What follows belongs to an exercise in optimizing a design on an open flow for small area, a short achievable clock period and few clock cycles; a production flow would make more cautious choices. In this exercise RTL edits were held to simulation tests only and were not proved equivalent to the original. Power figures rest on the tool's default switching activity, not on a simulated workload.

==> inputs of job 3421 <==
==> flow/design.v <==
module lc3_core (
    input  wire        clk,
    input  wire        rst,
    input  wire [15:0] start_pc,
    output reg         mem_req,
    output reg         mem_we,
    output reg  [15:0] mem_addr,
    output wire [15:0] mem_wdata,
    input  wire        mem_gnt,
    input  wire [15:0] mem_rdata,
    output reg         out_vld,
    output reg  [7:0]  out_data,
    input  wire        out_rdy,
    input  wire        out_fail,
    output reg         in_rdy,
    input  wire        in_vld,
    input  wire [7:0]  in_data,
    input  wire        in_fail,
    output wire [1:0]  status,
    output wire [15:0] stop_pc,
    output wire [15:0] stop_ir,
    output wire        stop_dev
);
    localparam ST_RUN  = 2'd0;
    localparam ST_HALT = 2'd1;
    localparam ST_FLT  = 2'd2;
    localparam ST_IOF  = 2'd3;
    localparam S_FETCH = 4'd0;    
    localparam S_DEC   = 4'd1;    
    localparam S_LW    = 4'd2;    
    localparam S_PW    = 4'd3;    
    localparam S_MEM   = 4'd4;    
    localparam S_IN    = 4'd5;    
    localparam S_OUT   = 4'd6;    
    localparam S_SRD   = 4'd7;    
    localparam S_SW    = 4'd8;    
    localparam S_STOP  = 4'd9;    
    reg [3:0]  state;
    reg [1:0]  run_st;
    reg [15:0] fpc;          
    reg [15:0] ir;           
    reg [2:0]  cond;         
    reg [15:0] regs [0:7];
    reg [15:0] ea;           
    reg        indir;        
    reg [7:0]  sword;        
    reg        hi;           
    reg        iodev;        
    assign status   = run_st;
    assign stop_pc  = fpc;
    assign stop_ir  = ir;
    assign stop_dev = iodev;
    wire dec = (state == S_DEC);
    wire [15:0] inst = mem_rdata;
    wire [3:0]  iop  = inst[15:12];
    wire i_br   = (iop == 4'd0);
    wire i_add  = (iop == 4'd1);
    wire i_ld   = (iop == 4'd2);
    wire i_st   = (iop == 4'd3);
    wire i_jsr  = (iop == 4'd4);
    wire i_and  = (iop == 4'd5);
    wire i_ldr  = (iop == 4'd6);
    wire i_str  = (iop == 4'd7);
    wire i_not  = (iop == 4'd9);
    wire i_ldi  = (iop == 4'd10);
    wire i_sti  = (iop == 4'd11);
    wire i_jmp  = (iop == 4'd12);
    wire i_lea  = (iop == 4'd14);
    wire i_trap = (iop == 4'd15);
    wire i_bad  = (iop == 4'd8) || (iop == 4'd13);
    wire [7:0] ivec = inst[7:0];
    wire t_getc  = i_trap && (ivec == 8'h20);
    wire t_out   = i_trap && (ivec == 8'h21);
    wire t_in    = i_trap && (ivec == 8'h23);
    wire t_str   = i_trap && (ivec == 8'h22 || ivec == 8'h24);
    wire t_halt  = i_trap && (ivec == 8'h25);
    wire t_badv  = i_trap && !(ivec[7:3] == 5'b00100 && (ivec[2:0] <= 3'd5));
    wire [3:0] rop   = ir[15:12];
    wire r_store = (rop == 4'd3) || (rop == 4'd7) || (rop == 4'd11);
    wire r_sti   = (rop == 4'd11);
    wire [2:0]  ra  = inst[8:6];
    wire [2:0]  rb  = dec ? ((i_st || i_str) ? inst[11:9] : inst[2:0]) : ir[11:9];
    wire [15:0] rs1 = regs[ra];
    wire [15:0] rs2 = regs[rb];
    wire [15:0] r0  = regs[0];
    wire        immsel = (i_add || i_and) ? inst[5] : 1'b1;
    wire [15:0] imm    = (i_ldr || i_str) ? {{10{inst[5]}}, inst[5:0]}
                                          : {{11{inst[4]}}, inst[4:0]};
    wire [15:0] opb    = immsel ? imm : rs2;
    wire [15:0] sum    = rs1 + opb;
    wire [15:0] alu    = i_and ? (rs1 & opb) : i_not ? ~rs1 : sum;
    wire [15:0] pc1   = fpc + 16'd1;
    wire [15:0] poff  = i_jsr ? {{5{inst[10]}}, inst[10:0]} : {{7{inst[8]}}, inst[8:0]};
    wire [15:0] pcadd = pc1 + poff;
    wire        taken = |(inst[11:9] & cond);
    reg [15:0] daddr;
    always @(*) begin
        if ((i_br && taken) || (i_jsr && inst[11]) || i_ld || i_st || i_ldi || i_sti)
            daddr = pcadd;
        else if (i_ldr || i_str)
            daddr = sum;
        else if (i_jmp || (i_jsr && ra != 3'd7))
            daddr = rs1;
        else if (t_str)
            daddr = r0;
        else
            daddr = pc1;
    end
    wire        s_putsp = ir[2];
    wire [7:0]  sbyte   = hi ? mem_rdata[15:8] : mem_rdata[7:0];
    wire        s_end   = s_putsp ? (sbyte == 8'h00) : (mem_rdata == 16'h0000);
    wire [15:0] ea1     = ea + 16'd1;
    wire [15:0] s_next  = (!s_putsp || hi) ? ea1 : ea;
    function [2:0] cc_of;
        input [15:0] v;
        begin
            if (v == 16'h0000)  cc_of = 3'b010;
            else if (v[15])     cc_of = 3'b100;
            else                cc_of = 3'b001;
        end
    endfunction
    assign mem_wdata = rs2;
    always @(*) begin
        mem_req  = 1'b0;
        mem_we   = 1'b0;
        mem_addr = pc1;
        out_vld  = 1'b0;
        out_data = sword;
        in_rdy   = 1'b0;
        case (state)
            S_FETCH: begin
                mem_req  = 1'b1;
                mem_addr = fpc;
            end
            S_DEC: begin
                mem_addr = daddr;
                mem_we   = i_st || i_str;
                if (t_out) begin
                    out_vld  = 1'b1;
                    out_data = r0[7:0];
                    mem_req  = out_rdy;
                end else if (t_getc) begin
                    in_rdy   = 1'b1;
                    mem_req  = in_vld;
                end else if (t_in) begin
                    in_rdy   = 1'b1;
                end else begin
                    mem_req  = !(i_bad || t_halt || t_badv);
                end
            end
            S_LW: begin
                mem_req  = 1'b1;
                mem_addr = fpc;
            end
            S_PW: begin
                mem_req  = 1'b1;
                mem_addr = mem_rdata;
                mem_we   = r_sti;
            end
            S_MEM: begin
                mem_req  = 1'b1;
                mem_addr = ea;
                mem_we   = r_store && !indir;
            end
            S_IN: begin
                in_rdy   = 1'b1;
                mem_req  = in_vld && !ir[0];
            end
            S_OUT: begin
                out_vld  = 1'b1;
                mem_req  = out_rdy && ir[0];
            end
            S_SRD: begin
                mem_req  = 1'b1;
                mem_addr = ea;
            end
            S_SW: begin
                if (s_end) begin
                    mem_req  = 1'b1;
                end else begin
                    out_vld  = 1'b1;
                    out_data = sbyte;
                    mem_req  = out_rdy;
                    mem_addr = s_next;
                end
            end
            default: ;
        endcase
    end
    reg        rf_we;
    reg [2:0]  rf_wa;
    reg [15:0] rf_wd;
    reg        cc_we;
    reg [15:0] cc_v;
    always @(*) begin
        rf_we = 1'b0;
        rf_wa = inst[11:9];
        rf_wd = alu;
        cc_we = 1'b0;
        cc_v  = alu;
        case (state)
            S_DEC: begin
                if (i_add || i_and || i_not) begin
                    rf_we = 1'b1;
                    cc_we = 1'b1;
                end else if (i_lea) begin
                    rf_we = 1'b1;
                    rf_wd = pcadd;
                    cc_we = 1'b1;
                    cc_v  = pcadd;
                end else if (i_jsr) begin
                    rf_we = 1'b1;
                    rf_wa = 3'd7;
                    rf_wd = pc1;
                end else if (t_getc) begin
                    rf_we = in_vld && !in_fail;
                    rf_wa = 3'd0;
                    rf_wd = {8'h00, in_data};
                end
            end
            S_LW: begin
                rf_we = 1'b1;
                rf_wa = ir[11:9];
                rf_wd = mem_rdata;
                cc_we = 1'b1;
                cc_v  = mem_rdata;
            end
            S_IN: begin
                rf_we = in_vld && !in_fail && !ir[0];
                rf_wa = 3'd0;
                rf_wd = {8'h00, in_data};
            end
            S_OUT: begin
                rf_we = out_rdy && !out_fail && ir[0] && ir[1];
                rf_wa = 3'd0;
                rf_wd = {8'h00, sword};
            end
            default: ;
        endcase
    end
    wire [15:0] rf_wd_r = rst ? 16'h0000 : rf_wd;
    genvar g;
    generate
        for (g = 0; g < 8; g = g + 1) begin : rf
            always @(posedge clk)
                if (rst || (rf_we && rf_wa == g))
                    regs[g] <= rf_wd_r;
        end
    endgenerate
    always @(posedge clk) begin
        if (rst)
            cond <= 3'b010;
        else if (cc_we)
            cond <= cc_of(cc_v);
    end
    always @(posedge clk) begin
        if (rst) begin
            state  <= S_FETCH;
            run_st <= ST_RUN;
            fpc    <= start_pc;
        end else begin
            case (state)
                S_FETCH: begin
                    if (mem_gnt)
                        state <= S_DEC;
                end
                S_DEC: begin
                    ir <= inst;
                    if (i_bad || t_badv) begin
                        run_st <= ST_FLT;
                        state  <= S_STOP;
                    end else if (t_halt) begin
                        run_st <= ST_HALT;
                        state  <= S_STOP;
                    end else if (t_out) begin
                        if (out_rdy) begin
                            if (out_fail) begin
                                iodev  <= 1'b1;
                                run_st <= ST_IOF;
                                state  <= S_STOP;
                            end else begin
                                fpc   <= pc1;
                                state <= mem_gnt ? S_DEC : S_FETCH;
                            end
                        end else begin
                            sword <= r0[7:0];
                            state <= S_OUT;
                        end
                    end else if (t_getc || t_in) begin
                        if (in_vld) begin
                            if (in_fail) begin
                                iodev  <= 1'b0;
                                run_st <= ST_IOF;
                                state  <= S_STOP;
                            end else if (t_getc) begin
                                fpc   <= pc1;
                                state <= mem_gnt ? S_DEC : S_FETCH;
                            end else begin
                                sword <= in_data;
                                state <= S_OUT;
                            end
                        end else begin
                            state <= S_IN;
                        end
                    end else if (t_str) begin
                        ea    <= r0;
                        hi    <= 1'b0;
                        state <= mem_gnt ? S_SW : S_SRD;
                    end else if (i_ld || i_ldr) begin
                        fpc   <= pc1;
                        ea    <= daddr;
                        indir <= 1'b0;
                        state <= mem_gnt ? S_LW : S_MEM;
                    end else if (i_ldi || i_sti) begin
                        fpc   <= pc1;
                        ea    <= daddr;
                        indir <= 1'b1;
                        state <= mem_gnt ? S_PW : S_MEM;
                    end else if (i_st || i_str) begin
                        fpc   <= pc1;
                        ea    <= daddr;
                        indir <= 1'b0;
                        state <= mem_gnt ? S_FETCH : S_MEM;
                    end else begin
                        fpc   <= daddr;
                        state <= mem_gnt ? S_DEC : S_FETCH;
                    end
                end
                S_LW: begin
                    state <= mem_gnt ? S_DEC : S_FETCH;
                end
                S_PW: begin
                    ea    <= mem_rdata;
                    indir <= 1'b0;
                    if (mem_gnt)
                        state <= r_sti ? S_FETCH : S_LW;
                    else
                        state <= S_MEM;
                end
                S_MEM: begin
                    if (mem_gnt) begin
                        if (indir)
                            state <= S_PW;
                        else if (r_store)
                            state <= S_FETCH;
                        else
                            state <= S_LW;
                    end
                end
                S_IN: begin
                    if (in_vld) begin
                        if (in_fail) begin
                            iodev  <= 1'b0;
                            run_st <= ST_IOF;
                            state  <= S_STOP;
                        end else if (!ir[0]) begin
                            fpc   <= pc1;
                            state <= mem_gnt ? S_DEC : S_FETCH;
                        end else begin
                            sword <= in_data;
                            state <= S_OUT;
                        end
                    end
                end
                S_OUT: begin
                    if (out_rdy) begin
                        if (out_fail) begin
                            iodev  <= 1'b1;
                            run_st <= ST_IOF;
                            state  <= S_STOP;
                        end else if (ir[0]) begin
                            fpc   <= pc1;
                            state <= mem_gnt ? S_DEC : S_FETCH;
                        end else begin
                            ea    <= s_next;
                            hi    <= s_putsp && !hi;
                            state <= S_SRD;
                        end
                    end
                end
                S_SRD: begin
                    if (mem_gnt)
                        state <= S_SW;
                end
                S_SW: begin
                    if (s_end) begin
                        fpc   <= pc1;
                        state <= mem_gnt ? S_DEC : S_FETCH;
                    end else if (out_rdy) begin
                        if (out_fail) begin
                            iodev  <= 1'b1;
                            run_st <= ST_IOF;
                            state  <= S_STOP;
                        end else begin
                            ea    <= s_next;
                            hi    <= s_putsp && !hi;
                            state <= mem_gnt ? S_SW : S_SRD;
                        end
                    end else begin
                        sword <= sbyte;
                        state <= S_OUT;
                    end
                end
                S_STOP: ;
                default: state <= S_FETCH;
            endcase
        end
    end
endmodule
==> flow/run.sh <==
#!/bin/bash
# synth_recipe.tcl (not shown) runs the flow's synth.tcl, then flattens the netlist and writes it again
# the make line also repeats each setting of config.mk as NAME=value (left out here)
make -C /OpenROAD-flow-scripts/flow DESIGN_CONFIG=/design/flow/config.mk WORK_HOME=/design/flow/orfs CLKGATE_MAP_FILE= SYNTH_SCRIPT=/design/flow/synth_recipe.tcl finish
==> flow/config.mk <==
export PLATFORM = sky130hd
export DESIGN_NAME = lc3_core
export DESIGN_NICKNAME = lc3_core
export VERILOG_FILES = /design/flow/design.v
export SDC_FILE = /design/flow/constraint.sdc
export NUM_CORES = 4
export LEC_CHECK = 0
export CAP_MARGIN = 20
export CORE_MARGIN = 2
export CORE_UTILIZATION = 40
export PLACE_DENSITY = 0.6
export SETUP_SLACK_MARGIN = 1.5
export SLEW_MARGIN = 20
==> flow/constraint.sdc <==
create_clock -name core_clock -period 8.0 [get_ports {clk}]
set_input_delay 1.6000 -clock core_clock [delete_from_list [all_inputs] [get_ports {clk}]]
set_output_delay 1.6000 -clock core_clock [all_outputs]
set_load 0.01 [all_outputs]
==> job 1786 (differences from job 3421) <==
--- a/flow/design.v
+++ b/flow/design.v
@@ -79,33 +79,36 @@
     wire r_store = (rop == 4'd3) || (rop == 4'd7) || (rop == 4'd11);
     wire r_sti   = (rop == 4'd11);
     wire [2:0]  ra  = inst[8:6];
-    wire [2:0]  rb  = dec ? ((i_st || i_str) ? inst[11:9] : inst[2:0]) : ir[11:9];
+    wire [2:0]  rb  = dec ? (inst[13] ? inst[11:9] : inst[2:0]) : ir[11:9];
     wire [15:0] rs1 = regs[ra];
     wire [15:0] rs2 = regs[rb];
     wire [15:0] r0  = regs[0];
-    wire        immsel = (i_add || i_and) ? inst[5] : 1'b1;
-    wire [15:0] imm    = (i_ldr || i_str) ? {{10{inst[5]}}, inst[5:0]}
-                                          : {{11{inst[4]}}, inst[4:0]};
+    wire        immsel = inst[5] | inst[13];
+    wire [15:0] imm    = inst[13] ? {{10{inst[5]}}, inst[5:0]}
+                                  : {{11{inst[4]}}, inst[4:0]};
     wire [15:0] opb    = immsel ? imm : rs2;
     wire [15:0] sum    = rs1 + opb;
-    wire [15:0] alu    = i_and ? (rs1 & opb) : i_not ? ~rs1 : sum;
+    wire [15:0] andv   = rs1 & opb;
+    wire [15:0] notv   = ~rs1;
+    wire        sum_z  = &(~((rs1 ^ opb) ^ {(rs1[14:0] | opb[14:0]), 1'b0}));
+    wire        and_z  = ~|andv;
+    wire        not_z  = &rs1;
+    wire [15:0] alu    = i_and ? andv : i_not ? notv : sum;
+    wire        alu_z  = i_and ? and_z : i_not ? not_z : sum_z;
     wire [15:0] pc1   = fpc + 16'd1;
-    wire [15:0] poff  = i_jsr ? {{5{inst[10]}}, inst[10:0]} : {{7{inst[8]}}, inst[8:0]};
-    wire [15:0] pcadd = pc1 + poff;
+    wire [15:0] off9  = {{7{inst[8]}}, inst[8:0]};
+    wire [15:0] off11 = {{5{inst[10]}}, inst[10:0]};
+    wire [15:0] pcadd = pc1 + off9;      
+    wire [15:0] pcjsr = pc1 + off11;     
     wire        taken = |(inst[11:9] & cond);
-    reg [15:0] daddr;
-    always @(*) begin
-        if ((i_br && taken) || (i_jsr && inst[11]) || i_ld || i_st || i_ldi || i_sti)
-            daddr = pcadd;
-        else if (i_ldr || i_str)
-            daddr = sum;
-        else if (i_jmp || (i_jsr && ra != 3'd7))
-            daddr = rs1;
-        else if (t_str)
-            daddr = r0;
-        else
-            daddr = pc1;
-    end
+    wire sel_pcadd = (i_br && taken) || i_ld || i_st || i_ldi || i_sti;
+    wire sel_pcjsr = i_jsr && inst[11];
+    wire sel_rs1   = i_jmp || (i_jsr && !inst[11] && ra != 3'd7);
+    wire sel_r0    = t_str;
+    wire sel_pc1   = !(sel_pcadd || sel_pcjsr || sel_rs1 || sel_r0);
+    wire [15:0] daddr = ({16{sel_pcadd}} & pcadd) | ({16{sel_pcjsr}} & pcjsr) |
+                        ({16{sel_rs1}} & rs1) | ({16{sel_r0}} & r0) |
+                        ({16{sel_pc1}} & pc1);
     wire        s_putsp = ir[2];
     wire [7:0]  sbyte   = hi ? mem_rdata[15:8] : mem_rdata[7:0];
     wire        s_end   = s_putsp ? (sbyte == 8'h00) : (mem_rdata == 16'h0000);
@@ -134,7 +137,7 @@
             end
             S_DEC: begin
                 mem_addr = daddr;
-                mem_we   = i_st || i_str;
+                mem_we   = i_st;
                 if (t_out) begin
                     out_vld  = 1'b1;
                     out_data = r0[7:0];
@@ -145,7 +148,7 @@
                 end else if (t_in) begin
                     in_rdy   = 1'b1;
                 end else begin
-                    mem_req  = !(i_bad || t_halt || t_badv);
+                    mem_req  = !(i_bad || t_halt || t_badv || i_ldr || i_str);
                 end
             end
             S_LW: begin
@@ -191,13 +194,13 @@
     reg [2:0]  rf_wa;
     reg [15:0] rf_wd;
     reg        cc_we;
-    reg [15:0] cc_v;
+    reg [2:0]  cc_n;
     always @(*) begin
         rf_we = 1'b0;
         rf_wa = inst[11:9];
         rf_wd = alu;
         cc_we = 1'b0;
-        cc_v  = alu;
+        cc_n  = {alu[15], alu_z, !alu[15] && !alu_z};
         case (state)
             S_DEC: begin
                 if (i_add || i_and || i_not) begin
@@ -207,7 +210,7 @@
                     rf_we = 1'b1;
                     rf_wd = pcadd;
                     cc_we = 1'b1;
-                    cc_v  = pcadd;
+                    cc_n  = cc_of(pcadd);
                 end else if (i_jsr) begin
                     rf_we = 1'b1;
                     rf_wa = 3'd7;
@@ -223,7 +226,7 @@
                 rf_wa = ir[11:9];
                 rf_wd = mem_rdata;
                 cc_we = 1'b1;
-                cc_v  = mem_rdata;
+                cc_n  = cc_of(mem_rdata);
             end
             S_IN: begin
                 rf_we = in_vld && !in_fail && !ir[0];
@@ -251,7 +254,7 @@
         if (rst)
             cond <= 3'b010;
         else if (cc_we)
-            cond <= cc_of(cc_v);
+            cond <= cc_n;
     end
     always @(posedge clk) begin
         if (rst) begin
@@ -306,7 +309,12 @@
                         ea    <= r0;
                         hi    <= 1'b0;
                         state <= mem_gnt ? S_SW : S_SRD;
-                    end else if (i_ld || i_ldr) begin
+                    end else if (i_ldr || i_str) begin
+                        fpc   <= pc1;
+                        ea    <= sum;
+                        indir <= 1'b0;
+                        state <= S_MEM;
+                    end else if (i_ld) begin
                         fpc   <= pc1;
                         ea    <= daddr;
                         indir <= 1'b0;
@@ -316,7 +324,7 @@
                         ea    <= daddr;
                         indir <= 1'b1;
                         state <= mem_gnt ? S_PW : S_MEM;
-                    end else if (i_st || i_str) begin
+                    end else if (i_st) begin
                         fpc   <= pc1;
                         ea    <= daddr;
                         indir <= 1'b0;
Settings changed: SETUP_SLACK_MARGIN 1.5 to 2.
==> notes <==
Between job 3421 and job 1786, the lower combinational power is in job 3421 (gap 26%, measured against job 1786). Clock-buffer cell count is the same in job 1786 and job 3421. Between job 3421 and job 1786, the lower final cell count is in job 3421 (gap about 2.3%, measured against job 1786). Utilization: job 1786 is higher than job 3421 (1.5 points). Against job 1786, the critical path depth of job 3421 is higher by 11. Between job 1786 and job 3421, the lower area after synthesis is in job 3421 (gap 3.2%, measured against job 3421). In job 3421 the clock power is lower than in job 1786, by 8.7%. In job 1786 the design area is higher than in job 3421, by 6.0%. In job 3421 the register-to-register slack is worse than in job 1786, by 0.14 ns. Power: job 3421 is lower than job 1786 (about 20%). Of job 1786 and job 3421, job 3421 has the higher hold slack (gap 0.0036 ns).
Testbench counts of job 3421, summed over its fixed seeds: cycles 32,956.
Testbench counts of job 1786, summed over its fixed seeds: cycles 38,067.

## what the ideal ports hide
How much do the figures lean on ideal ports? The routed layouts below were timed once more, with nothing changed but the port constraints. Step 1: set_driving_cell puts a clkbuf_16 on clk and a buf_2 on each other input, an assumption about the parent block. Step 2 times the ports against the registers' clock, not the clock port: input delays grow and output delays shrink by t, the midpoint of the rising clock arrivals with the driver on. Slacks: ideal / step 1 / step 2; pairs: ideal / step 1.
run | t (ns) | slack for setup (ns) | clock arrival spread, ns
job 3421 | 0.520 | 0.611 / 0.572 / 0.572 | 0.024 / 0.024
job 1786 | 0.542 | 1.881 / 1.813 / 1.563 | 0.017 / 0.018
After both steps every run listed still meets setup and hold. The setup slack of job 1786, which loses most, moves by -0.068 ns with the drivers and by -0.318 ns with both steps.
